This design comes from an exercise in tuning for small area on the open sky130 flow, not from production work.
The RTL was checked by simulation tests, not by an equivalence proof against the original design.
Power figures rest on the tool's default switching activity, not on a simulated workload.

## design/flow/flow/run.sh

```bash
#!/bin/bash
# The standard layout (standard.sh, standard synthesis script), with:
#  * DONT_USE_CELLS: the platform's list plus the larger drive strengths of
#    the logic cells (flow/dont_use.txt), so that synthesis maps the
#    single-gate modules of the RTL to the smallest cells;
#  * port buffers of the smallest buffer cell (buf_1) instead of the cell
#    buffer_ports picks by default;
#  * a clock tree of clkbuf_4 cells, one sink cluster and no dummy loads.
# The whole output of the flow goes to standard_flow.log; ORFS keeps each
# step's log under orfs/logs/.
set -euo pipefail
here=$(cd "$(dirname "$0")" && pwd)
DONT_USE=$(cat "$here/dont_use.txt")
CTS="-sink_clustering_enable -repair_clock_nets -dont_use_dummy_load"
CTS="$CTS -buf_list sky130_fd_sc_hd__clkbuf_4 -root_buf sky130_fd_sc_hd__clkbuf_4"
CTS="$CTS -sink_clustering_buffer sky130_fd_sc_hd__clkbuf_4"
CTS="$CTS -sink_clustering_size 30 -sink_clustering_max_diameter 300"
bash standard.sh "DONT_USE_CELLS=$DONT_USE" \
    "BUFFER_PORTS_ARGS=-buffer_cell sky130_fd_sc_hd__buf_1" \
    "CTS_ARGS=$CTS" finish > standard_flow.log 2>&1
```

## design/flow/standard.sh

```bash
#!/bin/bash
# synth_recipe.tcl (not shown) runs the flow's synth.tcl, then flattens the netlist and writes it again
# the make line also repeats each setting of config.mk as NAME=value (left out here)
make -C /OpenROAD-flow-scripts/flow DESIGN_CONFIG=/design/flow/config.mk WORK_HOME=/design/flow/orfs CLKGATE_MAP_FILE= SYNTH_SCRIPT=/design/flow/synth_recipe.tcl "${@:-finish}"
```

## design/flow/flow/dont_use.txt

```
sky130_fd_sc_hd__probe_p_8 sky130_fd_sc_hd__probec_p_8 sky130_fd_sc_hd__lpflow_bleeder_1 sky130_fd_sc_hd__lpflow_bleeder_1 sky130_fd_sc_hd__lpflow_clkbufkapwr_1 sky130_fd_sc_hd__lpflow_clkbufkapwr_16 sky130_fd_sc_hd__lpflow_clkbufkapwr_2 sky130_fd_sc_hd__lpflow_clkbufkapwr_4 sky130_fd_sc_hd__lpflow_clkbufkapwr_8 sky130_fd_sc_hd__lpflow_clkinvkapwr_1 sky130_fd_sc_hd__lpflow_clkinvkapwr_16 sky130_fd_sc_hd__lpflow_clkinvkapwr_2 sky130_fd_sc_hd__lpflow_clkinvkapwr_4 sky130_fd_sc_hd__lpflow_clkinvkapwr_8 sky130_fd_sc_hd__lpflow_decapkapwr_12 sky130_fd_sc_hd__lpflow_decapkapwr_3 sky130_fd_sc_hd__lpflow_decapkapwr_4 sky130_fd_sc_hd__lpflow_decapkapwr_6 sky130_fd_sc_hd__lpflow_decapkapwr_8 sky130_fd_sc_hd__lpflow_inputiso0n_1 sky130_fd_sc_hd__lpflow_inputiso0p_1 sky130_fd_sc_hd__lpflow_inputiso1n_1 sky130_fd_sc_hd__lpflow_inputiso1p_1 sky130_fd_sc_hd__lpflow_inputisolatch_1 sky130_fd_sc_hd__lpflow_isobufsrc_1 sky130_fd_sc_hd__lpflow_isobufsrc_16 sky130_fd_sc_hd__lpflow_isobufsrc_2 sky130_fd_sc_hd__lpflow_isobufsrc_4 sky130_fd_sc_hd__lpflow_isobufsrc_8 sky130_fd_sc_hd__lpflow_isobufsrckapwr_16 sky130_fd_sc_hd__lpflow_lsbuf_lh_hl_isowell_tap_1 sky130_fd_sc_hd__lpflow_lsbuf_lh_hl_isowell_tap_2 sky130_fd_sc_hd__lpflow_lsbuf_lh_hl_isowell_tap_4 sky130_fd_sc_hd__lpflow_lsbuf_lh_isowell_4 sky130_fd_sc_hd__lpflow_lsbuf_lh_isowell_tap_1 sky130_fd_sc_hd__lpflow_lsbuf_lh_isowell_tap_2 sky130_fd_sc_hd__lpflow_lsbuf_lh_isowell_tap_4  sky130_fd_sc_hd__a2111o_2 sky130_fd_sc_hd__a2111o_4 sky130_fd_sc_hd__a2111oi_2 sky130_fd_sc_hd__a2111oi_4 sky130_fd_sc_hd__a211o_2 sky130_fd_sc_hd__a211o_4 sky130_fd_sc_hd__a211oi_2 sky130_fd_sc_hd__a211oi_4 sky130_fd_sc_hd__a21bo_2 sky130_fd_sc_hd__a21bo_4 sky130_fd_sc_hd__a21boi_2 sky130_fd_sc_hd__a21boi_4 sky130_fd_sc_hd__a21o_2 sky130_fd_sc_hd__a21o_4 sky130_fd_sc_hd__a21oi_2 sky130_fd_sc_hd__a21oi_4 sky130_fd_sc_hd__a221o_2 sky130_fd_sc_hd__a221o_4 sky130_fd_sc_hd__a221oi_2 sky130_fd_sc_hd__a221oi_4 sky130_fd_sc_hd__a22o_2 sky130_fd_sc_hd__a22o_4 sky130_fd_sc_hd__a22oi_2 sky130_fd_sc_hd__a22oi_4 sky130_fd_sc_hd__a2bb2o_2 sky130_fd_sc_hd__a2bb2o_4 sky130_fd_sc_hd__a2bb2oi_2 sky130_fd_sc_hd__a2bb2oi_4 sky130_fd_sc_hd__a311o_2 sky130_fd_sc_hd__a311o_4 sky130_fd_sc_hd__a311oi_2 sky130_fd_sc_hd__a311oi_4 sky130_fd_sc_hd__a31o_2 sky130_fd_sc_hd__a31o_4 sky130_fd_sc_hd__a31oi_2 sky130_fd_sc_hd__a31oi_4 sky130_fd_sc_hd__a32o_2 sky130_fd_sc_hd__a32o_4 sky130_fd_sc_hd__a32oi_2 sky130_fd_sc_hd__a32oi_4 sky130_fd_sc_hd__a41o_2 sky130_fd_sc_hd__a41o_4 sky130_fd_sc_hd__a41oi_2 sky130_fd_sc_hd__a41oi_4 sky130_fd_sc_hd__and2_2 sky130_fd_sc_hd__and2_4 sky130_fd_sc_hd__and2b_2 sky130_fd_sc_hd__and2b_4 sky130_fd_sc_hd__and3_2 sky130_fd_sc_hd__and3_4 sky130_fd_sc_hd__and3b_2 sky130_fd_sc_hd__and3b_4 sky130_fd_sc_hd__and4_2 sky130_fd_sc_hd__and4_4 sky130_fd_sc_hd__and4b_2 sky130_fd_sc_hd__and4b_4 sky130_fd_sc_hd__and4bb_2 sky130_fd_sc_hd__and4bb_4 sky130_fd_sc_hd__dfbbn_2 sky130_fd_sc_hd__dfrbp_2 sky130_fd_sc_hd__dfrtp_2 sky130_fd_sc_hd__dfrtp_4 sky130_fd_sc_hd__dfsbp_2 sky130_fd_sc_hd__dfstp_2 sky130_fd_sc_hd__dfstp_4 sky130_fd_sc_hd__dlclkp_2 sky130_fd_sc_hd__dlclkp_4 sky130_fd_sc_hd__dlrbn_2 sky130_fd_sc_hd__dlrbp_2 sky130_fd_sc_hd__dlrtn_2 sky130_fd_sc_hd__dlrtn_4 sky130_fd_sc_hd__dlrtp_2 sky130_fd_sc_hd__dlrtp_4 sky130_fd_sc_hd__dlxbn_2 sky130_fd_sc_hd__dlxtn_2 sky130_fd_sc_hd__dlxtn_4 sky130_fd_sc_hd__ebufn_2 sky130_fd_sc_hd__ebufn_4 sky130_fd_sc_hd__ebufn_8 sky130_fd_sc_hd__einvn_2 sky130_fd_sc_hd__einvn_4 sky130_fd_sc_hd__einvn_8 sky130_fd_sc_hd__einvp_2 sky130_fd_sc_hd__einvp_4 sky130_fd_sc_hd__einvp_8 sky130_fd_sc_hd__fa_2 sky130_fd_sc_hd__fa_4 sky130_fd_sc_hd__ha_2 sky130_fd_sc_hd__ha_4 sky130_fd_sc_hd__inv_12 sky130_fd_sc_hd__inv_16 sky130_fd_sc_hd__inv_2 sky130_fd_sc_hd__inv_4 sky130_fd_sc_hd__inv_6 sky130_fd_sc_hd__inv_8 sky130_fd_sc_hd__maj3_2 sky130_fd_sc_hd__maj3_4 sky130_fd_sc_hd__mux2_2 sky130_fd_sc_hd__mux2_4 sky130_fd_sc_hd__mux2_8 sky130_fd_sc_hd__mux2i_2 sky130_fd_sc_hd__mux2i_4 sky130_fd_sc_hd__mux4_2 sky130_fd_sc_hd__mux4_4 sky130_fd_sc_hd__nand2_2 sky130_fd_sc_hd__nand2_4 sky130_fd_sc_hd__nand2_8 sky130_fd_sc_hd__nand2b_2 sky130_fd_sc_hd__nand2b_4 sky130_fd_sc_hd__nand3_2 sky130_fd_sc_hd__nand3_4 sky130_fd_sc_hd__nand3b_2 sky130_fd_sc_hd__nand3b_4 sky130_fd_sc_hd__nand4_2 sky130_fd_sc_hd__nand4_4 sky130_fd_sc_hd__nand4b_2 sky130_fd_sc_hd__nand4b_4 sky130_fd_sc_hd__nand4bb_2 sky130_fd_sc_hd__nand4bb_4 sky130_fd_sc_hd__nor2_2 sky130_fd_sc_hd__nor2_4 sky130_fd_sc_hd__nor2_8 sky130_fd_sc_hd__nor2b_2 sky130_fd_sc_hd__nor2b_4 sky130_fd_sc_hd__nor3_2 sky130_fd_sc_hd__nor3_4 sky130_fd_sc_hd__nor3b_2 sky130_fd_sc_hd__nor3b_4 sky130_fd_sc_hd__nor4_2 sky130_fd_sc_hd__nor4_4 sky130_fd_sc_hd__nor4b_2 sky130_fd_sc_hd__nor4b_4 sky130_fd_sc_hd__nor4bb_2 sky130_fd_sc_hd__nor4bb_4 sky130_fd_sc_hd__o2111a_2 sky130_fd_sc_hd__o2111a_4 sky130_fd_sc_hd__o2111ai_2 sky130_fd_sc_hd__o2111ai_4 sky130_fd_sc_hd__o211a_2 sky130_fd_sc_hd__o211a_4 sky130_fd_sc_hd__o211ai_2 sky130_fd_sc_hd__o211ai_4 sky130_fd_sc_hd__o21a_2 sky130_fd_sc_hd__o21a_4 sky130_fd_sc_hd__o21ai_2 sky130_fd_sc_hd__o21ai_4 sky130_fd_sc_hd__o21ba_2 sky130_fd_sc_hd__o21ba_4 sky130_fd_sc_hd__o21bai_2 sky130_fd_sc_hd__o21bai_4 sky130_fd_sc_hd__o221a_2 sky130_fd_sc_hd__o221a_4 sky130_fd_sc_hd__o221ai_2 sky130_fd_sc_hd__o221ai_4 sky130_fd_sc_hd__o22a_2 sky130_fd_sc_hd__o22a_4 sky130_fd_sc_hd__o22ai_2 sky130_fd_sc_hd__o22ai_4 sky130_fd_sc_hd__o2bb2a_2 sky130_fd_sc_hd__o2bb2a_4 sky130_fd_sc_hd__o2bb2ai_2 sky130_fd_sc_hd__o2bb2ai_4 sky130_fd_sc_hd__o311a_2 sky130_fd_sc_hd__o311a_4 sky130_fd_sc_hd__o311ai_2 sky130_fd_sc_hd__o311ai_4 sky130_fd_sc_hd__o31a_2 sky130_fd_sc_hd__o31a_4 sky130_fd_sc_hd__o31ai_2 sky130_fd_sc_hd__o31ai_4 sky130_fd_sc_hd__o32a_2 sky130_fd_sc_hd__o32a_4 sky130_fd_sc_hd__o32ai_2 sky130_fd_sc_hd__o32ai_4 sky130_fd_sc_hd__o41a_2 sky130_fd_sc_hd__o41a_4 sky130_fd_sc_hd__o41ai_2 sky130_fd_sc_hd__o41ai_4 sky130_fd_sc_hd__or2_2 sky130_fd_sc_hd__or2_4 sky130_fd_sc_hd__or2b_2 sky130_fd_sc_hd__or2b_4 sky130_fd_sc_hd__or3_2 sky130_fd_sc_hd__or3_4 sky130_fd_sc_hd__or3b_2 sky130_fd_sc_hd__or3b_4 sky130_fd_sc_hd__or4_2 sky130_fd_sc_hd__or4_4 sky130_fd_sc_hd__or4b_2 sky130_fd_sc_hd__or4b_4 sky130_fd_sc_hd__or4bb_2 sky130_fd_sc_hd__or4bb_4 sky130_fd_sc_hd__sdfbbn_2 sky130_fd_sc_hd__sdfrbp_2 sky130_fd_sc_hd__sdfrtp_2 sky130_fd_sc_hd__sdfrtp_4 sky130_fd_sc_hd__sdfsbp_2 sky130_fd_sc_hd__sdfstp_2 sky130_fd_sc_hd__sdfstp_4 sky130_fd_sc_hd__sdfxbp_2 sky130_fd_sc_hd__sdfxtp_2 sky130_fd_sc_hd__sdfxtp_4 sky130_fd_sc_hd__sdlclkp_2 sky130_fd_sc_hd__sdlclkp_4 sky130_fd_sc_hd__sedfxbp_2 sky130_fd_sc_hd__sedfxtp_2 sky130_fd_sc_hd__sedfxtp_4 sky130_fd_sc_hd__xnor2_2 sky130_fd_sc_hd__xnor2_4 sky130_fd_sc_hd__xnor3_2 sky130_fd_sc_hd__xnor3_4 sky130_fd_sc_hd__xor2_2 sky130_fd_sc_hd__xor2_4 sky130_fd_sc_hd__xor3_2 sky130_fd_sc_hd__xor3_4
```

## design/flow/design.v

```verilog
module rc5_decoder (
    input  wire        clk,
    input  wire        rst,           
    input  wire        req_valid,
    input  wire [35:0] req,
    input  wire [31:0] LOW_BOUND,
    input  wire [31:0] HIGH_BOUND,
    output wire [16:0] rsp,
    output wire        available,
    output wire        evt_en,
    output wire        tick_clr
);
    reg        p1, p0;
    reg [13:0] shn;                  
    wire [31:0] ticks = req[31:0];
    wire [15:0] w     = req[15:0];
    wire        o2    = req[35];
    wire        o1    = req[34];
    wire        o0    = req[33];
    wire [32:1] lc, hc;
    wire t_n0;
    rc5_inv   u_ti0 (.a(ticks[0]), .y(t_n0));
    rc5_nor2  u_lc0 (.a(t_n0), .b(LOW_BOUND[0]), .y(lc[1]));    
    rc5_nand2 u_hc0 (.a(t_n0), .b(HIGH_BOUND[0]), .y(hc[1]));    
    wire t_n1, l_nor1, l_nand1, h_nor1, h_nand1;
    rc5_inv   u_ti1 (.a(ticks[1]), .y(t_n1));
    rc5_nor2  u_lo1 (.a(t_n1), .b(LOW_BOUND[1]), .y(l_nor1));
    rc5_nand2 u_la1 (.a(t_n1), .b(LOW_BOUND[1]), .y(l_nand1));
    rc5_nor2  u_ho1 (.a(t_n1), .b(HIGH_BOUND[1]), .y(h_nor1));
    rc5_nand2 u_ha1 (.a(t_n1), .b(HIGH_BOUND[1]), .y(h_nand1));
    rc5_o21ai u_lc1 (.a1(l_nor1), .a2(lc[1]), .b1(l_nand1), .y(lc[2]));
    rc5_o21ai u_hc1 (.a1(h_nor1), .a2(hc[1]), .b1(h_nand1), .y(hc[2]));
    wire t_n2;
    rc5_inv   u_ti2 (.a(ticks[2]), .y(t_n2));
    rc5_maj3  u_lc2 (.a(t_n2), .b(LOW_BOUND[2]), .c(lc[2]), .y(lc[3]));
    rc5_maj3  u_hc2 (.a(t_n2), .b(HIGH_BOUND[2]), .c(hc[2]), .y(hc[3]));
    wire t_n3;
    rc5_inv   u_ti3 (.a(ticks[3]), .y(t_n3));
    rc5_maj3  u_lc3 (.a(t_n3), .b(LOW_BOUND[3]), .c(lc[3]), .y(lc[4]));
    rc5_maj3  u_hc3 (.a(t_n3), .b(HIGH_BOUND[3]), .c(hc[3]), .y(hc[4]));
    wire t_n4;
    rc5_inv   u_ti4 (.a(ticks[4]), .y(t_n4));
    rc5_maj3  u_lc4 (.a(t_n4), .b(LOW_BOUND[4]), .c(lc[4]), .y(lc[5]));
    rc5_maj3  u_hc4 (.a(t_n4), .b(HIGH_BOUND[4]), .c(hc[4]), .y(hc[5]));
    wire t_n5;
    rc5_inv   u_ti5 (.a(ticks[5]), .y(t_n5));
    rc5_maj3  u_lc5 (.a(t_n5), .b(LOW_BOUND[5]), .c(lc[5]), .y(lc[6]));
    rc5_maj3  u_hc5 (.a(t_n5), .b(HIGH_BOUND[5]), .c(hc[5]), .y(hc[6]));
    wire lb_n6, hb_n6, l_and6, l_or6, h_and6, h_or6;
    rc5_inv   u_li6 (.a(LOW_BOUND[6]), .y(lb_n6));
    rc5_inv   u_hi6 (.a(HIGH_BOUND[6]), .y(hb_n6));
    rc5_nor2  u_la6 (.a(ticks[6]), .b(lb_n6), .y(l_and6));
    rc5_nand2 u_lo6 (.a(ticks[6]), .b(lb_n6), .y(l_or6));
    rc5_nor2  u_ha6 (.a(ticks[6]), .b(hb_n6), .y(h_and6));
    rc5_nand2 u_ho6 (.a(ticks[6]), .b(hb_n6), .y(h_or6));
    rc5_o21ai u_lc6 (.a1(l_and6), .a2(lc[6]), .b1(l_or6), .y(lc[7]));
    rc5_o21ai u_hc6 (.a1(h_and6), .a2(hc[6]), .b1(h_or6), .y(hc[7]));
    wire t_n7, l_nor7, l_nand7, h_nor7, h_nand7;
    rc5_inv   u_ti7 (.a(ticks[7]), .y(t_n7));
    rc5_nor2  u_lo7 (.a(t_n7), .b(LOW_BOUND[7]), .y(l_nor7));
    rc5_nand2 u_la7 (.a(t_n7), .b(LOW_BOUND[7]), .y(l_nand7));
    rc5_nor2  u_ho7 (.a(t_n7), .b(HIGH_BOUND[7]), .y(h_nor7));
    rc5_nand2 u_ha7 (.a(t_n7), .b(HIGH_BOUND[7]), .y(h_nand7));
    rc5_o21ai u_lc7 (.a1(l_nor7), .a2(lc[7]), .b1(l_nand7), .y(lc[8]));
    rc5_o21ai u_hc7 (.a1(h_nor7), .a2(hc[7]), .b1(h_nand7), .y(hc[8]));
    wire lb_n8, hb_n8, l_and8, l_or8, h_and8, h_or8;
    rc5_inv   u_li8 (.a(LOW_BOUND[8]), .y(lb_n8));
    rc5_inv   u_hi8 (.a(HIGH_BOUND[8]), .y(hb_n8));
    rc5_nor2  u_la8 (.a(ticks[8]), .b(lb_n8), .y(l_and8));
    rc5_nand2 u_lo8 (.a(ticks[8]), .b(lb_n8), .y(l_or8));
    rc5_nor2  u_ha8 (.a(ticks[8]), .b(hb_n8), .y(h_and8));
    rc5_nand2 u_ho8 (.a(ticks[8]), .b(hb_n8), .y(h_or8));
    rc5_o21ai u_lc8 (.a1(l_and8), .a2(lc[8]), .b1(l_or8), .y(lc[9]));
    rc5_o21ai u_hc8 (.a1(h_and8), .a2(hc[8]), .b1(h_or8), .y(hc[9]));
    wire t_n9, l_nor9, l_nand9, h_nor9, h_nand9;
    rc5_inv   u_ti9 (.a(ticks[9]), .y(t_n9));
    rc5_nor2  u_lo9 (.a(t_n9), .b(LOW_BOUND[9]), .y(l_nor9));
    rc5_nand2 u_la9 (.a(t_n9), .b(LOW_BOUND[9]), .y(l_nand9));
    rc5_nor2  u_ho9 (.a(t_n9), .b(HIGH_BOUND[9]), .y(h_nor9));
    rc5_nand2 u_ha9 (.a(t_n9), .b(HIGH_BOUND[9]), .y(h_nand9));
    rc5_o21ai u_lc9 (.a1(l_nor9), .a2(lc[9]), .b1(l_nand9), .y(lc[10]));
    rc5_o21ai u_hc9 (.a1(h_nor9), .a2(hc[9]), .b1(h_nand9), .y(hc[10]));
    wire lb_n10, hb_n10, l_and10, l_or10, h_and10, h_or10;
    rc5_inv   u_li10 (.a(LOW_BOUND[10]), .y(lb_n10));
    rc5_inv   u_hi10 (.a(HIGH_BOUND[10]), .y(hb_n10));
    rc5_nor2  u_la10 (.a(ticks[10]), .b(lb_n10), .y(l_and10));
    rc5_nand2 u_lo10 (.a(ticks[10]), .b(lb_n10), .y(l_or10));
    rc5_nor2  u_ha10 (.a(ticks[10]), .b(hb_n10), .y(h_and10));
    rc5_nand2 u_ho10 (.a(ticks[10]), .b(hb_n10), .y(h_or10));
    rc5_o21ai u_lc10 (.a1(l_and10), .a2(lc[10]), .b1(l_or10), .y(lc[11]));
    rc5_o21ai u_hc10 (.a1(h_and10), .a2(hc[10]), .b1(h_or10), .y(hc[11]));
    wire t_n11, l_nor11, l_nand11, h_nor11, h_nand11;
    rc5_inv   u_ti11 (.a(ticks[11]), .y(t_n11));
    rc5_nor2  u_lo11 (.a(t_n11), .b(LOW_BOUND[11]), .y(l_nor11));
    rc5_nand2 u_la11 (.a(t_n11), .b(LOW_BOUND[11]), .y(l_nand11));
    rc5_nor2  u_ho11 (.a(t_n11), .b(HIGH_BOUND[11]), .y(h_nor11));
    rc5_nand2 u_ha11 (.a(t_n11), .b(HIGH_BOUND[11]), .y(h_nand11));
    rc5_o21ai u_lc11 (.a1(l_nor11), .a2(lc[11]), .b1(l_nand11), .y(lc[12]));
    rc5_o21ai u_hc11 (.a1(h_nor11), .a2(hc[11]), .b1(h_nand11), .y(hc[12]));
    wire lb_n12, hb_n12, l_and12, l_or12, h_and12, h_or12;
    rc5_inv   u_li12 (.a(LOW_BOUND[12]), .y(lb_n12));
    rc5_inv   u_hi12 (.a(HIGH_BOUND[12]), .y(hb_n12));
    rc5_nor2  u_la12 (.a(ticks[12]), .b(lb_n12), .y(l_and12));
    rc5_nand2 u_lo12 (.a(ticks[12]), .b(lb_n12), .y(l_or12));
    rc5_nor2  u_ha12 (.a(ticks[12]), .b(hb_n12), .y(h_and12));
    rc5_nand2 u_ho12 (.a(ticks[12]), .b(hb_n12), .y(h_or12));
    rc5_o21ai u_lc12 (.a1(l_and12), .a2(lc[12]), .b1(l_or12), .y(lc[13]));
    rc5_o21ai u_hc12 (.a1(h_and12), .a2(hc[12]), .b1(h_or12), .y(hc[13]));
    wire t_n13, l_nor13, l_nand13, h_nor13, h_nand13;
    rc5_inv   u_ti13 (.a(ticks[13]), .y(t_n13));
    rc5_nor2  u_lo13 (.a(t_n13), .b(LOW_BOUND[13]), .y(l_nor13));
    rc5_nand2 u_la13 (.a(t_n13), .b(LOW_BOUND[13]), .y(l_nand13));
    rc5_nor2  u_ho13 (.a(t_n13), .b(HIGH_BOUND[13]), .y(h_nor13));
    rc5_nand2 u_ha13 (.a(t_n13), .b(HIGH_BOUND[13]), .y(h_nand13));
    rc5_o21ai u_lc13 (.a1(l_nor13), .a2(lc[13]), .b1(l_nand13), .y(lc[14]));
    rc5_o21ai u_hc13 (.a1(h_nor13), .a2(hc[13]), .b1(h_nand13), .y(hc[14]));
    wire lb_n14, hb_n14, l_and14, l_or14, h_and14, h_or14;
    rc5_inv   u_li14 (.a(LOW_BOUND[14]), .y(lb_n14));
    rc5_inv   u_hi14 (.a(HIGH_BOUND[14]), .y(hb_n14));
    rc5_nor2  u_la14 (.a(ticks[14]), .b(lb_n14), .y(l_and14));
    rc5_nand2 u_lo14 (.a(ticks[14]), .b(lb_n14), .y(l_or14));
    rc5_nor2  u_ha14 (.a(ticks[14]), .b(hb_n14), .y(h_and14));
    rc5_nand2 u_ho14 (.a(ticks[14]), .b(hb_n14), .y(h_or14));
    rc5_o21ai u_lc14 (.a1(l_and14), .a2(lc[14]), .b1(l_or14), .y(lc[15]));
    rc5_o21ai u_hc14 (.a1(h_and14), .a2(hc[14]), .b1(h_or14), .y(hc[15]));
    wire t_n15, l_nor15, l_nand15, h_nor15, h_nand15;
    rc5_inv   u_ti15 (.a(ticks[15]), .y(t_n15));
    rc5_nor2  u_lo15 (.a(t_n15), .b(LOW_BOUND[15]), .y(l_nor15));
    rc5_nand2 u_la15 (.a(t_n15), .b(LOW_BOUND[15]), .y(l_nand15));
    rc5_nor2  u_ho15 (.a(t_n15), .b(HIGH_BOUND[15]), .y(h_nor15));
    rc5_nand2 u_ha15 (.a(t_n15), .b(HIGH_BOUND[15]), .y(h_nand15));
    rc5_o21ai u_lc15 (.a1(l_nor15), .a2(lc[15]), .b1(l_nand15), .y(lc[16]));
    rc5_o21ai u_hc15 (.a1(h_nor15), .a2(hc[15]), .b1(h_nand15), .y(hc[16]));
    wire lb_n16, hb_n16, l_and16, l_or16, h_and16, h_or16;
    rc5_inv   u_li16 (.a(LOW_BOUND[16]), .y(lb_n16));
    rc5_inv   u_hi16 (.a(HIGH_BOUND[16]), .y(hb_n16));
    rc5_nor2  u_la16 (.a(ticks[16]), .b(lb_n16), .y(l_and16));
    rc5_nand2 u_lo16 (.a(ticks[16]), .b(lb_n16), .y(l_or16));
    rc5_nor2  u_ha16 (.a(ticks[16]), .b(hb_n16), .y(h_and16));
    rc5_nand2 u_ho16 (.a(ticks[16]), .b(hb_n16), .y(h_or16));
    rc5_o21ai u_lc16 (.a1(l_and16), .a2(lc[16]), .b1(l_or16), .y(lc[17]));
    rc5_o21ai u_hc16 (.a1(h_and16), .a2(hc[16]), .b1(h_or16), .y(hc[17]));
    wire t_n17, l_nor17, l_nand17, h_nor17, h_nand17;
    rc5_inv   u_ti17 (.a(ticks[17]), .y(t_n17));
    rc5_nor2  u_lo17 (.a(t_n17), .b(LOW_BOUND[17]), .y(l_nor17));
    rc5_nand2 u_la17 (.a(t_n17), .b(LOW_BOUND[17]), .y(l_nand17));
    rc5_nor2  u_ho17 (.a(t_n17), .b(HIGH_BOUND[17]), .y(h_nor17));
    rc5_nand2 u_ha17 (.a(t_n17), .b(HIGH_BOUND[17]), .y(h_nand17));
    rc5_o21ai u_lc17 (.a1(l_nor17), .a2(lc[17]), .b1(l_nand17), .y(lc[18]));
    rc5_o21ai u_hc17 (.a1(h_nor17), .a2(hc[17]), .b1(h_nand17), .y(hc[18]));
    wire lb_n18, hb_n18, l_and18, l_or18, h_and18, h_or18;
    rc5_inv   u_li18 (.a(LOW_BOUND[18]), .y(lb_n18));
    rc5_inv   u_hi18 (.a(HIGH_BOUND[18]), .y(hb_n18));
    rc5_nor2  u_la18 (.a(ticks[18]), .b(lb_n18), .y(l_and18));
    rc5_nand2 u_lo18 (.a(ticks[18]), .b(lb_n18), .y(l_or18));
    rc5_nor2  u_ha18 (.a(ticks[18]), .b(hb_n18), .y(h_and18));
    rc5_nand2 u_ho18 (.a(ticks[18]), .b(hb_n18), .y(h_or18));
    rc5_o21ai u_lc18 (.a1(l_and18), .a2(lc[18]), .b1(l_or18), .y(lc[19]));
    rc5_o21ai u_hc18 (.a1(h_and18), .a2(hc[18]), .b1(h_or18), .y(hc[19]));
    wire t_n19, l_nor19, l_nand19, h_nor19, h_nand19;
    rc5_inv   u_ti19 (.a(ticks[19]), .y(t_n19));
    rc5_nor2  u_lo19 (.a(t_n19), .b(LOW_BOUND[19]), .y(l_nor19));
    rc5_nand2 u_la19 (.a(t_n19), .b(LOW_BOUND[19]), .y(l_nand19));
    rc5_nor2  u_ho19 (.a(t_n19), .b(HIGH_BOUND[19]), .y(h_nor19));
    rc5_nand2 u_ha19 (.a(t_n19), .b(HIGH_BOUND[19]), .y(h_nand19));
    rc5_o21ai u_lc19 (.a1(l_nor19), .a2(lc[19]), .b1(l_nand19), .y(lc[20]));
    rc5_o21ai u_hc19 (.a1(h_nor19), .a2(hc[19]), .b1(h_nand19), .y(hc[20]));
    wire lb_n20, hb_n20, l_and20, l_or20, h_and20, h_or20;
    rc5_inv   u_li20 (.a(LOW_BOUND[20]), .y(lb_n20));
    rc5_inv   u_hi20 (.a(HIGH_BOUND[20]), .y(hb_n20));
    rc5_nor2  u_la20 (.a(ticks[20]), .b(lb_n20), .y(l_and20));
    rc5_nand2 u_lo20 (.a(ticks[20]), .b(lb_n20), .y(l_or20));
    rc5_nor2  u_ha20 (.a(ticks[20]), .b(hb_n20), .y(h_and20));
    rc5_nand2 u_ho20 (.a(ticks[20]), .b(hb_n20), .y(h_or20));
    rc5_o21ai u_lc20 (.a1(l_and20), .a2(lc[20]), .b1(l_or20), .y(lc[21]));
    rc5_o21ai u_hc20 (.a1(h_and20), .a2(hc[20]), .b1(h_or20), .y(hc[21]));
    wire t_n21, l_nor21, l_nand21, h_nor21, h_nand21;
    rc5_inv   u_ti21 (.a(ticks[21]), .y(t_n21));
    rc5_nor2  u_lo21 (.a(t_n21), .b(LOW_BOUND[21]), .y(l_nor21));
    rc5_nand2 u_la21 (.a(t_n21), .b(LOW_BOUND[21]), .y(l_nand21));
    rc5_nor2  u_ho21 (.a(t_n21), .b(HIGH_BOUND[21]), .y(h_nor21));
    rc5_nand2 u_ha21 (.a(t_n21), .b(HIGH_BOUND[21]), .y(h_nand21));
    rc5_o21ai u_lc21 (.a1(l_nor21), .a2(lc[21]), .b1(l_nand21), .y(lc[22]));
    rc5_o21ai u_hc21 (.a1(h_nor21), .a2(hc[21]), .b1(h_nand21), .y(hc[22]));
    wire lb_n22, hb_n22, l_and22, l_or22, h_and22, h_or22;
    rc5_inv   u_li22 (.a(LOW_BOUND[22]), .y(lb_n22));
    rc5_inv   u_hi22 (.a(HIGH_BOUND[22]), .y(hb_n22));
    rc5_nor2  u_la22 (.a(ticks[22]), .b(lb_n22), .y(l_and22));
    rc5_nand2 u_lo22 (.a(ticks[22]), .b(lb_n22), .y(l_or22));
    rc5_nor2  u_ha22 (.a(ticks[22]), .b(hb_n22), .y(h_and22));
    rc5_nand2 u_ho22 (.a(ticks[22]), .b(hb_n22), .y(h_or22));
    rc5_o21ai u_lc22 (.a1(l_and22), .a2(lc[22]), .b1(l_or22), .y(lc[23]));
    rc5_o21ai u_hc22 (.a1(h_and22), .a2(hc[22]), .b1(h_or22), .y(hc[23]));
    wire t_n23, l_nor23, l_nand23, h_nor23, h_nand23;
    rc5_inv   u_ti23 (.a(ticks[23]), .y(t_n23));
    rc5_nor2  u_lo23 (.a(t_n23), .b(LOW_BOUND[23]), .y(l_nor23));
    rc5_nand2 u_la23 (.a(t_n23), .b(LOW_BOUND[23]), .y(l_nand23));
    rc5_nor2  u_ho23 (.a(t_n23), .b(HIGH_BOUND[23]), .y(h_nor23));
    rc5_nand2 u_ha23 (.a(t_n23), .b(HIGH_BOUND[23]), .y(h_nand23));
    rc5_o21ai u_lc23 (.a1(l_nor23), .a2(lc[23]), .b1(l_nand23), .y(lc[24]));
    rc5_o21ai u_hc23 (.a1(h_nor23), .a2(hc[23]), .b1(h_nand23), .y(hc[24]));
    wire lb_n24, hb_n24, l_and24, l_or24, h_and24, h_or24;
    rc5_inv   u_li24 (.a(LOW_BOUND[24]), .y(lb_n24));
    rc5_inv   u_hi24 (.a(HIGH_BOUND[24]), .y(hb_n24));
    rc5_nor2  u_la24 (.a(ticks[24]), .b(lb_n24), .y(l_and24));
    rc5_nand2 u_lo24 (.a(ticks[24]), .b(lb_n24), .y(l_or24));
    rc5_nor2  u_ha24 (.a(ticks[24]), .b(hb_n24), .y(h_and24));
    rc5_nand2 u_ho24 (.a(ticks[24]), .b(hb_n24), .y(h_or24));
    rc5_o21ai u_lc24 (.a1(l_and24), .a2(lc[24]), .b1(l_or24), .y(lc[25]));
    rc5_o21ai u_hc24 (.a1(h_and24), .a2(hc[24]), .b1(h_or24), .y(hc[25]));
    wire t_n25, l_nor25, l_nand25, h_nor25, h_nand25;
    rc5_inv   u_ti25 (.a(ticks[25]), .y(t_n25));
    rc5_nor2  u_lo25 (.a(t_n25), .b(LOW_BOUND[25]), .y(l_nor25));
    rc5_nand2 u_la25 (.a(t_n25), .b(LOW_BOUND[25]), .y(l_nand25));
    rc5_nor2  u_ho25 (.a(t_n25), .b(HIGH_BOUND[25]), .y(h_nor25));
    rc5_nand2 u_ha25 (.a(t_n25), .b(HIGH_BOUND[25]), .y(h_nand25));
    rc5_o21ai u_lc25 (.a1(l_nor25), .a2(lc[25]), .b1(l_nand25), .y(lc[26]));
    rc5_o21ai u_hc25 (.a1(h_nor25), .a2(hc[25]), .b1(h_nand25), .y(hc[26]));
    wire lb_n26, hb_n26, l_and26, l_or26, h_and26, h_or26;
    rc5_inv   u_li26 (.a(LOW_BOUND[26]), .y(lb_n26));
    rc5_inv   u_hi26 (.a(HIGH_BOUND[26]), .y(hb_n26));
    rc5_nor2  u_la26 (.a(ticks[26]), .b(lb_n26), .y(l_and26));
    rc5_nand2 u_lo26 (.a(ticks[26]), .b(lb_n26), .y(l_or26));
    rc5_nor2  u_ha26 (.a(ticks[26]), .b(hb_n26), .y(h_and26));
    rc5_nand2 u_ho26 (.a(ticks[26]), .b(hb_n26), .y(h_or26));
    rc5_o21ai u_lc26 (.a1(l_and26), .a2(lc[26]), .b1(l_or26), .y(lc[27]));
    rc5_o21ai u_hc26 (.a1(h_and26), .a2(hc[26]), .b1(h_or26), .y(hc[27]));
    wire t_n27, l_nor27, l_nand27, h_nor27, h_nand27;
    rc5_inv   u_ti27 (.a(ticks[27]), .y(t_n27));
    rc5_nor2  u_lo27 (.a(t_n27), .b(LOW_BOUND[27]), .y(l_nor27));
    rc5_nand2 u_la27 (.a(t_n27), .b(LOW_BOUND[27]), .y(l_nand27));
    rc5_nor2  u_ho27 (.a(t_n27), .b(HIGH_BOUND[27]), .y(h_nor27));
    rc5_nand2 u_ha27 (.a(t_n27), .b(HIGH_BOUND[27]), .y(h_nand27));
    rc5_o21ai u_lc27 (.a1(l_nor27), .a2(lc[27]), .b1(l_nand27), .y(lc[28]));
    rc5_o21ai u_hc27 (.a1(h_nor27), .a2(hc[27]), .b1(h_nand27), .y(hc[28]));
    wire lb_n28, hb_n28, l_and28, l_or28, h_and28, h_or28;
    rc5_inv   u_li28 (.a(LOW_BOUND[28]), .y(lb_n28));
    rc5_inv   u_hi28 (.a(HIGH_BOUND[28]), .y(hb_n28));
    rc5_nor2  u_la28 (.a(ticks[28]), .b(lb_n28), .y(l_and28));
    rc5_nand2 u_lo28 (.a(ticks[28]), .b(lb_n28), .y(l_or28));
    rc5_nor2  u_ha28 (.a(ticks[28]), .b(hb_n28), .y(h_and28));
    rc5_nand2 u_ho28 (.a(ticks[28]), .b(hb_n28), .y(h_or28));
    rc5_o21ai u_lc28 (.a1(l_and28), .a2(lc[28]), .b1(l_or28), .y(lc[29]));
    rc5_o21ai u_hc28 (.a1(h_and28), .a2(hc[28]), .b1(h_or28), .y(hc[29]));
    wire t_n29, l_nor29, l_nand29, h_nor29, h_nand29;
    rc5_inv   u_ti29 (.a(ticks[29]), .y(t_n29));
    rc5_nor2  u_lo29 (.a(t_n29), .b(LOW_BOUND[29]), .y(l_nor29));
    rc5_nand2 u_la29 (.a(t_n29), .b(LOW_BOUND[29]), .y(l_nand29));
    rc5_nor2  u_ho29 (.a(t_n29), .b(HIGH_BOUND[29]), .y(h_nor29));
    rc5_nand2 u_ha29 (.a(t_n29), .b(HIGH_BOUND[29]), .y(h_nand29));
    rc5_o21ai u_lc29 (.a1(l_nor29), .a2(lc[29]), .b1(l_nand29), .y(lc[30]));
    rc5_o21ai u_hc29 (.a1(h_nor29), .a2(hc[29]), .b1(h_nand29), .y(hc[30]));
    wire lb_n30, hb_n30, l_and30, l_or30, h_and30, h_or30;
    rc5_inv   u_li30 (.a(LOW_BOUND[30]), .y(lb_n30));
    rc5_inv   u_hi30 (.a(HIGH_BOUND[30]), .y(hb_n30));
    rc5_nor2  u_la30 (.a(ticks[30]), .b(lb_n30), .y(l_and30));
    rc5_nand2 u_lo30 (.a(ticks[30]), .b(lb_n30), .y(l_or30));
    rc5_nor2  u_ha30 (.a(ticks[30]), .b(hb_n30), .y(h_and30));
    rc5_nand2 u_ho30 (.a(ticks[30]), .b(hb_n30), .y(h_or30));
    rc5_o21ai u_lc30 (.a1(l_and30), .a2(lc[30]), .b1(l_or30), .y(lc[31]));
    rc5_o21ai u_hc30 (.a1(h_and30), .a2(hc[30]), .b1(h_or30), .y(hc[31]));
    wire t_n31, l_nor31, l_nand31, h_nor31, h_nand31;
    rc5_inv   u_ti31 (.a(ticks[31]), .y(t_n31));
    rc5_nor2  u_lo31 (.a(t_n31), .b(LOW_BOUND[31]), .y(l_nor31));
    rc5_nand2 u_la31 (.a(t_n31), .b(LOW_BOUND[31]), .y(l_nand31));
    rc5_nor2  u_ho31 (.a(t_n31), .b(HIGH_BOUND[31]), .y(h_nor31));
    rc5_nand2 u_ha31 (.a(t_n31), .b(HIGH_BOUND[31]), .y(h_nand31));
    rc5_o21ai u_lc31 (.a1(l_nor31), .a2(lc[31]), .b1(l_nand31), .y(lc[32]));
    rc5_o21ai u_hc31 (.a1(h_nor31), .a2(hc[31]), .b1(h_nand31), .y(hc[32]));
    wire is_long;
    rc5_nor2b u_long (.a(lc[32]), .b(hc[32]), .y(is_long));    
    wire en, x10, nd, deliver, arm;
    rc5_or2    u_en   (.a(p1), .b(p0), .y(en));                        
    rc5_xor2   u_x10  (.a(o1), .b(o0), .y(x10));
    rc5_nand3  u_nd   (.a(req_valid), .b(x10), .c(en), .y(nd));
    rc5_nor3   u_dlv  (.a(nd), .b(o2), .c(rst), .y(deliver));
    assign tick_clr = deliver;
    rc5_and4b  u_arm  (.a(o2), .b(req_valid), .c(o1), .d(o0), .y(arm));    
    wire eL_n, eP;
    rc5_mux2i  u_el   (.s(o0), .a1(is_long), .a0(req[1]), .y(eL_n));    
    rc5_mux2   u_ep   (.s(o0), .a1(req[32]), .a0(req[0]), .y(eP));
    wire nb, y_bad, m_err_n, err, emit, d_a, d_b, done;
    rc5_xnor2  u_nb   (.a(shn[0]), .b(p0), .y(nb));                    
    rc5_xnor2  u_ybad (.a(eP), .b(nb), .y(y_bad));                     
    rc5_maj3   u_merr (.a(eL_n), .b(shn[13]), .c(p0), .y(m_err_n));
    rc5_nand2b u_err  (.a(y_bad), .b(m_err_n), .y(err));               
    rc5_nand2  u_emit (.a(p0), .b(eL_n), .y(emit));                    
    rc5_nor2   u_da   (.a(nb), .b(shn[12]), .y(d_a));                  
    rc5_nor2   u_db   (.a(shn[0]), .b(shn[13]), .y(d_b));              
    rc5_mux2   u_done (.s(emit), .a1(d_a), .a0(d_b), .y(done));
    wire p1_d, p1_m_n, z, dp_n, x_n, w_n, p1_nx, p0_nx;
    rc5_o21ai  u_p1d  (.a1(err), .a2(done), .b1(p1), .y(p1_d));         
    rc5_mux2i  u_p1m  (.s(deliver), .a1(p1_d), .a0(p1), .y(p1_m_n));
    rc5_nor3   u_p1n  (.a(rst), .b(arm), .c(p1_m_n), .y(p1_nx));
    rc5_a21oi  u_z    (.a1(p0), .a2(eL_n), .b1(d_a), .y(z));            
    rc5_nand2  u_dp   (.a(deliver), .b(p1), .y(dp_n));
    rc5_a21oi  u_x    (.a1(p0), .a2(dp_n), .b1(arm), .y(x_n));
    rc5_o21ai  u_w    (.a1(err), .a2(z), .b1(deliver), .y(w_n));
    rc5_a21oi  u_p0n  (.a1(x_n), .a2(w_n), .b1(rst), .y(p0_nx));
    wire p1_n, sft_n, hold, shift, h13_n;
    rc5_inv    u_p1n2 (.a(p1), .y(p1_n));
    rc5_nand3  u_sft  (.a(deliver), .b(p1), .c(emit), .y(sft_n));      
    rc5_o21ai  u_hold (.a1(p1_n), .a2(emit), .b1(deliver), .y(hold));  
    rc5_inv    u_shf  (.a(hold), .y(shift));
    rc5_or2    u_h13  (.a(shift), .b(rst), .y(h13_n));                 
    wire [13:0] shn_nx;
    genvar k;
    generate
        for (k = 1; k < 13; k = k + 1) begin : g_sh
            rc5_o22a u_sh (.a1(sft_n), .a2(shn[k-1]), .b1(shift), .b2(shn[k]), .y(shn_nx[k]));
        end
    endgenerate
    rc5_a2bb2o u_sh0 (.a1_n(sft_n), .a2_n(nb), .b1(hold), .b2(shn[0]), .y(shn_nx[0]));
    rc5_o22a u_sh13 (.a1(sft_n), .a2(shn[12]), .b1(h13_n), .b2(shn[13]), .y(shn_nx[13]));
    always @(posedge clk) begin
        p1  <= p1_nx;
        p0  <= p0_nx;
        shn <= shn_nx;
    end
    wire g, avail, ga_n, take_n, xcmd, xtog, xaddr;
    rc5_and3b  u_g    (.a(rst), .b(req_valid), .c(o2), .y(g));         
    rc5_nor2   u_av   (.a(en), .b(shn[13]), .y(avail));                
    rc5_nand2  u_ga   (.a(g), .b(avail), .y(ga_n));
    rc5_or3    u_take (.a(o1), .b(o0), .c(ga_n), .y(take_n));          
    rc5_and3b  u_xc   (.a(o1), .b(g), .c(o0), .y(xcmd));
    rc5_and3b  u_xt   (.a(o0), .b(g), .c(o1), .y(xtog));
    rc5_and3   u_xa   (.a(g), .b(o1), .c(o0), .y(xaddr));
    assign available = avail;
    assign evt_en    = en;
    rc5_o31a   u_r16  (.a1(o1), .a2(o0), .a3(avail), .b1(g), .y(rsp[16]));
    assign rsp[15:14] = 2'b00;
    generate
        for (k = 6; k < 14; k = k + 1) begin : g_rw
            rc5_nor2 u_r (.a(take_n), .b(shn[k]), .y(rsp[k]));
        end
        for (k = 1; k < 5; k = k + 1) begin : g_rc
            wire c_n, a_n;
            rc5_nand2  u_c (.a(xcmd), .b(w[k]), .y(c_n));
            rc5_nand2  u_a (.a(xaddr), .b(w[k+6]), .y(a_n));
            rc5_o211ai u_r (.a1(take_n), .a2(shn[k]), .b1(c_n), .c1(a_n), .y(rsp[k]));
        end
    endgenerate
    wire r5_c, r0_ct, r0_a;
    rc5_nand2  u_r5c (.a(xcmd), .b(w[5]), .y(r5_c));
    rc5_o21ai  u_r5  (.a1(take_n), .a2(shn[5]), .b1(r5_c), .y(rsp[5]));
    rc5_a22oi  u_r0c (.a1(xcmd), .a2(w[0]), .b1(xtog), .b2(w[11]), .y(r0_ct));
    rc5_nand2  u_r0a (.a(xaddr), .b(w[6]), .y(r0_a));
    rc5_o211ai u_r0  (.a1(take_n), .a2(shn[0]), .b1(r0_ct), .c1(r0_a), .y(rsp[0]));
endmodule
module rc5_inv    (input wire a, output wire y);                          assign y = ~a;                  endmodule
module rc5_nand2  (input wire a, input wire b, output wire y);            assign y = ~(a & b);            endmodule
module rc5_nor2   (input wire a, input wire b, output wire y);            assign y = ~(a | b);            endmodule
module rc5_or2    (input wire a, input wire b, output wire y);            assign y = a | b;               endmodule
module rc5_xor2   (input wire a, input wire b, output wire y);            assign y = a ^ b;               endmodule
module rc5_xnor2  (input wire a, input wire b, output wire y);            assign y = ~(a ^ b);            endmodule
module rc5_nor2b  (input wire a, input wire b, output wire y);            assign y = ~a & b;              endmodule
module rc5_nand2b (input wire a, input wire b, output wire y);            assign y = a | ~b;              endmodule
module rc5_nand3  (input wire a, input wire b, input wire c, output wire y); assign y = ~(a & b & c);     endmodule
module rc5_nor3   (input wire a, input wire b, input wire c, output wire y); assign y = ~(a | b | c);     endmodule
module rc5_and3   (input wire a, input wire b, input wire c, output wire y); assign y = a & b & c;        endmodule
module rc5_and3b  (input wire a, input wire b, input wire c, output wire y); assign y = ~a & b & c;       endmodule
module rc5_nor3b  (input wire a, input wire b, input wire c, output wire y); assign y = ~a & ~b & c;      endmodule
module rc5_or3b   (input wire a, input wire b, input wire c, output wire y); assign y = a | b | ~c;       endmodule
module rc5_maj3   (input wire a, input wire b, input wire c, output wire y); assign y = (a & b) | (c & (a | b)); endmodule
module rc5_and4b  (input wire a, input wire b, input wire c, input wire d, output wire y); assign y = ~a & b & c & d;    endmodule
module rc5_mux2   (input wire s, input wire a1, input wire a0, output wire y); assign y = s ? a1 : a0;     endmodule
module rc5_mux2i  (input wire s, input wire a1, input wire a0, output wire y); assign y = ~(s ? a1 : a0);  endmodule
module rc5_o21ai  (input wire a1, input wire a2, input wire b1, output wire y); assign y = ~((a1 | a2) & b1); endmodule
module rc5_or3    (input wire a, input wire b, input wire c, output wire y); assign y = a | b | c;        endmodule
module rc5_o21a   (input wire a1, input wire a2, input wire b1, output wire y); assign y = (a1 | a2) & b1;  endmodule
module rc5_o22a   (input wire a1, input wire a2, input wire b1, input wire b2, output wire y);
    assign y = (a1 | a2) & (b1 | b2);
endmodule
module rc5_o211ai (input wire a1, input wire a2, input wire b1, input wire c1, output wire y);
    assign y = ~((a1 | a2) & b1 & c1);
endmodule
module rc5_a2bb2o (input wire a1_n, input wire a2_n, input wire b1, input wire b2, output wire y);
    assign y = (~a1_n & ~a2_n) | (b1 & b2);
endmodule
module rc5_a21oi  (input wire a1, input wire a2, input wire b1, output wire y); assign y = ~((a1 & a2) | b1); endmodule
module rc5_o31a   (input wire a1, input wire a2, input wire a3, input wire b1, output wire y);
    assign y = (a1 | a2 | a3) & b1;
endmodule
module rc5_a22oi  (input wire a1, input wire a2, input wire b1, input wire b2, output wire y);
    assign y = ~((a1 & a2) | (b1 & b2));
endmodule
```

## design/flow/config.mk

```make
export PLATFORM = sky130hd
export DESIGN_NAME = rc5_decoder
export DESIGN_NICKNAME = rc5_decoder
export VERILOG_FILES = /design/flow/design.v
export SDC_FILE = /design/flow/constraint.sdc
export NUM_CORES = 4
export LEC_CHECK = 0
export CAP_MARGIN = 0
export CORE_MARGIN = 2
export CORE_UTILIZATION = 40
export SETUP_SLACK_MARGIN = -0.3
export SLEW_MARGIN = 0
export SYNTH_HIERARCHICAL = 1
export SYNTH_MINIMUM_KEEP_SIZE = 0
```

## design/flow/constraint.sdc

```tcl
create_clock -name core_clock -period 8.0 [get_ports {clk}]
set_input_delay 1.6000 -clock core_clock [delete_from_list [all_inputs] [get_ports {clk}]]
set_output_delay 1.6000 -clock core_clock [all_outputs]
set_load 0.01 [all_outputs]
```

==> results.json, run 1 <==
{
  "grt_first_pass_wirelength_mm": 8.142,
  "dieArea_um2": 4928,
  "synth-seq-cells": 16,
  "die_x_um": 70.20,
  "postCtsSetupRepairBufs": 0,
  "p_seq_frac": 0.445,
  "final_util": 0.5341,
  "whs_ns": 0.5060,
  "reg2reg_to": "shn[11]",
  "crit_path_end_kind": "flip-flop",
  "slowest_delay_ns": 0.37,
  "place_congestion": 0.8857,
  "cp.arrival_ns": 7.68,
  "drt-pass1-iter-count": 5,
  "yosysWarnings": 7,
  "cts.sinks": 16,
  "total_power_w": 0.0002268,
  "drc_errors": 0,
  "synth_cell_types": 27,
  "status": "finished clean",
  "detail-route-antenna-nets": 0,
  "worstHoldEndpoint": "shn[10]",
  "numCtsBuffers": 3,
  "clock-root-buffer": "clkbuf_4",
  "diodes": 0,
  "comb_power_share": 0.383,
  "clk_latency_ns": 0.28,
  "p_leak_nw": 1.036,
  "num_io_pins": 123,
  "grt_pass1_vias": 1871,
  "areaGrowthSynthToFinish_pct": 30.84,
  "grt_use_met2": 0.3175,
  "drive_gt1_frac": 0.009217,
  "cts_max_level": 1,
  "cts_tree": "done",
  "overflow": 0,
  "p_clk_frac": 0.172,
  "peakVddDrop_mv": 0.1001,
  "clk_pin_slew_ns": 0.07,
  "cts_hold_buf": 0,
  "min_from": "shn[10]",
  "syn_inst": 312,
  "slew_viol_final": 0,
  "core_um2": 4294,
  "port_buffers": 120,
  "start_util": 0.4082,
  "intPower_w": 0.0001520,
  "placed_area_um2": 2257,
  "synth_area_um2": 1753,
  "finalHoldViolCount": 0,
  "met3_usage": 0.03896,
  "crit_required_ns": 8.16,
  "vias": 2271,
  "criticalPathCategory": "in -> reg",
  "routedWlPerCell_um": 10.31,
  "cp_slowest_cell": "maj3_1",
  "reg2regPathDepth": 5,
  "final_nets": 539,
  "finalClockSkew_ns": 0.01384,
  "fin_crit_ns": 7.514,
  "final_area_um2": 2293,
  "track_usage": 0.1964,
  "cts_buffer_depth": 2,
  "cp_max_fo": 13,
  "maxCapViolCount": 0,
  "slew_headroom": 0.5884,
  "switchingPower_w": 0.00007480,
  "drt_first_iter_violations": 76,
  "setup_violations": 0,
  "max_freq_ghz": 0.1331,
  "tightest_slew_ns": 0.6128,
  "met1_usage": 0.2628,
  "rrSetupSlack_ns": 5.78,
  "start_kind": "input port",
  "grt_max_degree": 15,
  "setup_ws_ns": 0.4864,
  "cpMostUsedCell": "o21ai_1",
  "drt_wl_total_mm": 5.012,
  "via_per_inst": 4.673,
  "rows": 24,
  "min_path_cells": 1,
  "busiest_layer": "met2",
  "synth_edf_count": 0,
  "netSwitchingFraction": 0.3298,
  "synth-async-reset-ratio": 0,
  "ys_seq_area_frac": 0.1827,
  "ys.flop_type": "dfxtp_1",
  "hold_class": "reg -> reg",
  "antenna_found_initial": 0,
  "synth.avg_cell_area_um2": 5.618,
  "die_h_um": 70.20,
  "worstReg2RegStart": "p0",
  "hpwl_mm": 4.407,
  "cellPowerDensity_nw_per_um2": 98.89,
  "pre_cts_ws_ns": 0.1729,
  "timing.final.crit_share": 0.9392,
  "cts_resized": 0
}
==> power by group through the flow <==
stage          logic [W]  clock network [W]  registers, W
2_1_floorplan  0.0000558                  0      0.000101
3_3_place_gp   0.0000854                  0      0.000103
3_5_place_dp   0.0000871                  0      0.000103
4_1_cts        0.0000876          0.0000419      0.000101
5_1_grt         0.000101          0.0000445      0.000103
6_report       0.0000869          0.0000390      0.000101
==> Yosys stat by module, one instance, submodules excluded, excerpt <==
module,cell area (µm²),cells
rc5_nand2b,6.256,1
rc5_decoder,339.1,19
rc5_mux2,11.26,1
rc5_nor2b,6.256,1
rc5_a21oi,5.005,1
rc5_and3b,8.758,1
==> final cells by class <==
class	instances	area, µm²
inverter	47	190.2
multi-input combinational	248	1245
sequential	16	320.3
timing repair buffer	120	450.4
fill	516	2001
clock buffer	3	22.52
tap	52	65.06
==> worst max-delay path by stage <==
stage / start / endpoint / slack [ns] / cells past startpoint
final: req[1] / shn[13] / 0.49 / 41
after global routing: req[1] / shn[13] / -0.24 / 41
after CTS: req[1] / shn[13] / 0.43 / 41
after detailed placement: req[1] / shn[13] / 0.17 / 41
after global placement: req[1] / shn[13] / 0.12 / 41
after floorplan: req[1] / shn[13] / 1.10 / 40
==> critical path, delay by kind of cell <==
| family | cells | cell delay [ns] |
|---|---|---|
| muxes | 1 | 0.22 |
| and+or+nand+nor | 4 | 0.55 |
| buffers and inverters | 3 | 0.45 |
| adders and majority gates | 4 | 1.44 |
| AOI/OAI and AO/OA | 29 | 3.40 |
==> sequential cells by signal, summed over array words and instances, names as in the netlist <==
| signal | flops |
|---|---|
| p1 | 1 |
| p0 | 1 |
| shn | 14 |
==> cells by family (layout without fill, tap and decap cells) <==
family,after synthesis,in the layout,synth area share
mux,4,4,0.02427
compound gates,82,82,0.2748
fa+ha+maj,9,9,0.05139
buf+inv,49,170,0.1092
simple gates,148,148,0.3405
xor+xnor,3,3,0.01499
flops,16,16,0.1827
other cells,1,2,0.002139
==> layout by cell type, fill, tap and decap left out, drive strengths merged, types with 3 or more instances in the layout <==
cell type | synthesis | final
buf | 2 | 120
nand2 | 68 | 68
nor2 | 66 | 66
o21ai | 58 | 58
inv | 47 | 46
dfxtp | 16 | 16
o22a | 13 | 13
maj3 | 9 | 9
o211ai | 5 | 5
and3b | 3 | 3
a21oi | 3 | 3
clkbuf | 0 | 3
==> cells in the mapped netlist, types with 2 or more instances <==
master | instances | area [µm²]
nor3_1 | 2 | 10.01
or2_1 | 2 | 12.51
nor2_1 | 66 | 247.7
a21oi_1 | 3 | 15.01
dfxtp_1 | 16 | 320.3
o21ai_1 | 58 | 290.3
inv_1 | 47 | 176.4
xnor2_1 | 2 | 17.52
mux2_1 | 2 | 22.52
nand2_1 | 68 | 255.2
o22a_1 | 13 | 113.9
mux2i_1 | 2 | 20.02
o211ai_1 | 5 | 37.54
maj3_1 | 9 | 90.09
and3b_1 | 3 | 26.28
nand3_1 | 2 | 10.01
buf_4 | 2 | 15.01
==> stage by stage <==
| stage | TNS, ns | std cells |
|---|---|---|
| after floorplan | 0 | 313 |
| after global placement | 0 | 483 |
| after detailed placement | 0 | 483 |
| after CTS | 0 | 486 |
| after global routing | -0.7609 | 486 |
| final | 0 | 486 |
==> metal layers <==
metal	up-vias	part of all wire
met5	-	0
met4	0	0.016
li1	1262	-
met1	932	0.45
met3	8	0.089
met2	69	0.45
==> run 2: changes to the inputs <==
--- a/design/flow/config.mk
+++ b/design/flow/config.mk
@@ -8,7 +8,7 @@
 export CAP_MARGIN = 0
 export CORE_MARGIN = 2
 export CORE_UTILIZATION = 40
-export SETUP_SLACK_MARGIN = -0.3
+export SETUP_SLACK_MARGIN = -1.0
 export SLEW_MARGIN = 0
 export SYNTH_HIERARCHICAL = 1
 export SYNTH_MINIMUM_KEEP_SIZE = 0
==> run 2 against run 1 <==
Compared with the run above:
- final cell count did not move
- via count fell by 0.31%
- clock power barely moved
- still clean on timing, DRC and antenna
- maximum frequency fell by 0.58%
- first-iteration DRC count rose by 6.6%
==> results.json, run 2 <==
{
  "status": "finished clean",
  "vias": 2264,
  "slew_headroom": 0.6066,
  "cp.arrival_ns": 7.72,
  "reg.largest.list": "shn (14), p0 (1), p1 (1)",
  "cellPowerDensity_nw_per_um2": 99.53,
  "final_nets": 539,
  "setup_violations": 0,
  "pre_cts_ws_ns": 0.1729,
  "overflow": 0,
  "die_h_um": 70.20,
  "detail-route-antenna-nets": 0,
  "fillers": 517,
  "netSwitchingFraction": 0.3305,
  "via_per_inst": 4.658,
  "grt_pass1_vias": 1871,
  "synth_top_area_frac": 0.1827,
  "p_clk_frac": 0.173,
  "synthTopCellsByArea": "dfxtp_1 18%, o21ai_1 17%, nand2_1 15%",
  "synth_common_cells": "68 x nand2_1, 66 x nor2_1, 58 x o21ai_1",
  "criticalPathCategory": "in -> reg",
  "numCtsBuffers": 3,
  "intPower_w": 0.0001519,
  "cp_slowest_cell": "maj3_1",
  "max_freq_ghz": 0.1323,
  "synth_cell_types": 27,
  "rows": 24,
  "cts.sinks": 16,
  "cts_resized": 0,
  "die_x_um": 70.20,
  "register_area_um2": 320.3,
  "comb_power_share": 0.383,
  "synth_edf_count": 0,
  "core_um2": 4294,
  "fin_crit_ns": 7.557,
  "clock-root-buffer": "clkbuf_4",
  "largest_reg_flops": 14,
  "ys.flop_type": "dfxtp_1",
  "p_leak_nw": 1.028,
  "mostFrequentLayoutCells": "120 x buf_1, 68 x nand2_1, 66 x nor2_1",
  "switchingPower_w": 0.00007498,
  "dieArea_um2": 4928,
  "grt_first_pass_wirelength_mm": 8.142,
  "peakVddDrop_mv": 0.1001,
  "cp_max_fo": 13,
  "synth.most_common_cell": "nand2_1",
  "drc_errors": 0,
  "cts_tree": "done",
  "antenna_found_initial": 0,
  "synth-seq-cells": 16,
  "stdcell_count": 486,
  "crit_path_end_kind": "flip-flop",
  "yosysWarnings": 7,
  "slew_viol_final": 0,
  "synth_top_area_cell": "dfxtp_1",
  "synth-async-reset-ratio": 0,
  "drt_first_iter_violations": 81,
  "grt_max_degree": 15,
  "start_kind": "input port",
  "drt-pass1-iter-count": 5,
  "diodes": 0,
  "finalHoldViolCount": 0,
  "setup_ws_ns": 0.4429,
  "cpMostUsedCell": "o21ai_1",
  "port_buffers": 120,
  "finalClockSkew_ns": 0.01312,
  "multi_input_area_um2": 1245,
  "drive_gt1_frac": 0.006912,
  "synth_area_um2": 1753,
  "final_common_cell": "buf_1",
  "dpl.cell_count": 483,
  "clk_latency_ns": 0.28,
  "cts_buffer_depth": 2,
  "ys_seq_area_frac": 0.1827,
  "p_seq_frac": 0.445,
  "top_register": "shn",
  "cts_hold_buf": 0,
  "postCtsSetupRepairBufs": 0,
  "synth.avg_cell_area_um2": 5.618,
  "maxCapViolCount": 0,
  "tightest_slew_ns": 0.5856,
  "slowest_delay_ns": 0.37,
  "rrSetupSlack_ns": 5.81,
  "areaGrowthSynthToFinish_pct": 30.05,
  "num_io_pins": 123,
  "cts_max_level": 1,
  "syn_inst": 312,
  "start_util": 0.4082,
  "place_congestion": 0.8857,
  "drt_wl_total_mm": 4.985,
  "track_usage": 0.1964,
  "crit_required_ns": 8.16,
  "routedWlPerCell_um": 10.26,
  "hold_class": "reg -> reg",
  "timing.final.crit_share": 0.9446,
  "clk_pin_slew_ns": 0.07,
  "hpwl_mm": 4.407
}
run 2: cell counts after synthesis:
No cell type changed its count.
run 2: power by group through the flow:
stage	Clock [W]	Sequential [W]	Combinational, W
6_report	0.0000392	0.000101	0.0000868
3_3_place_gp	0	0.000103	0.0000854
3_5_place_dp	0	0.000103	0.0000871
5_1_grt	0.0000445	0.000103	0.000101
4_1_cts	0.0000419	0.000101	0.0000876
2_1_floorplan	0	0.000101	0.0000558
run 2: cell families (layout without fill, tap and decap cells):
kind of cell / Yosys count / in the layout / synth area share
and+or+nand+nor: 148 / 148 / 0.3405
other: 1 / 2 / 0.002139
DFF: 16 / 16 / 0.1827
buffers and inverters: 49 / 170 / 0.1092
AOI/OAI and AO/OA: 82 / 82 / 0.2748
muxes: 4 / 4 / 0.02427
xor gates and xnor gates: 3 / 3 / 0.01499
adders and majority gates: 9 / 9 / 0.05139
run 2: final cells by class:
cell class	count	area share
Timing Repair Buffer	120	0.1976
Tap cell	52	0.02854
Multi-Input combinational cell	248	0.5461
Clock buffer	3	0.009879
Sequential cell	16	0.1405
Inverter	47	0.07739
run 2: path summary, 6_finish.rpt:
check,startpoint,end,cells after the start
worst max-delay path,req[1],shn[13],41
worst min-delay path,shn[10],shn[10],1
worst max register to register,p0,shn[11],5
worst min register to register,shn[10],shn[10],1
run 2: per-layer routing:
metal  track usage  wire length (µm)
met1        0.2628              2246
met2        0.3175              2215
met3       0.03896               444
met4       0.06197                78
met5             0                 0
run 2: per-stage QoR:
stage / utilization / hold WS (ns) / area, µm² / TNS [ns] / power, W
after CTS: 0.5309 / 0.5149 / 2280 / 0 / 0.0002305
final: 0.5309 / 0.5109 / 2280 / 0 / 0.0002269
after global placement: 0.5256 / 0.4928 / 2257 / 0 / 0.0001885
after floorplan: - / 0.4739 / 1757 / 0 / 0.0001564
after global routing: 0.5309 / 0.5356 / 2280 / -1.613 / 0.0002484
after detailed placement: 0.5256 / 0.4950 / 2257 / 0 / 0.0001899
run 2: modules after synthesis (local to each module, per instance), excerpt:
module,area [µm²],cells,copies in the design
rc5_xor2,8.758,1,1
rc5_or3,6.256,1,1
rc5_o21ai,5.005,1,58
rc5_maj3,10.01,1,9
rc5_o211ai,7.507,1,5
rc5_nand2b,6.256,1,1
rc5_mux2,11.26,1,2
rc5_and3b,8.758,1,3
rc5_decoder,339.1,19,1
rc5_mux2i,10.01,1,2
rc5_nand2,3.754,1,68
rc5_a22oi,7.507,1,1
rc5_inv,3.754,1,47
rc5_and4b,10.01,1,1
run 2: critical path: cells and delay by family:
family / cells / cell delay, ns
AO/OA/AOI/OAI: 29 / 3.40
AND/OR/NAND/NOR: 4 / 0.62
buffers and inverters: 3 / 0.43
adder cells (fa/ha/maj): 4 / 1.44
multiplexers: 1 / 0.22

separate check: timing with driven ports:
How much do the figures lean on ideal ports? The routed layouts below were timed once more, with nothing changed but the port constraints. Step 1, drivers: a clkbuf_16 drives clk and a buf_2 each remaining input, both assumed. Step 2 times the ports against the registers' clock, not the clock port: input delays grow and output delays shrink by t, the midpoint of the rising clock arrivals with the driver on. Three values: ideal ports, drivers, drivers and shift; two values: the first two.
run	t, ns	setup slack, ns	hold slack, ns	slew at the worst register clock pin (ns)
run 1	0.288	0.486 / 0.472 / 0.183	0.506 / 0.506 / 0.506	0.09 / 0.09
run 2	0.288	0.443 / 0.428 / 0.140	0.511 / 0.511 / 0.511	0.09 / 0.09
After both steps setup and hold are still met in every run listed.
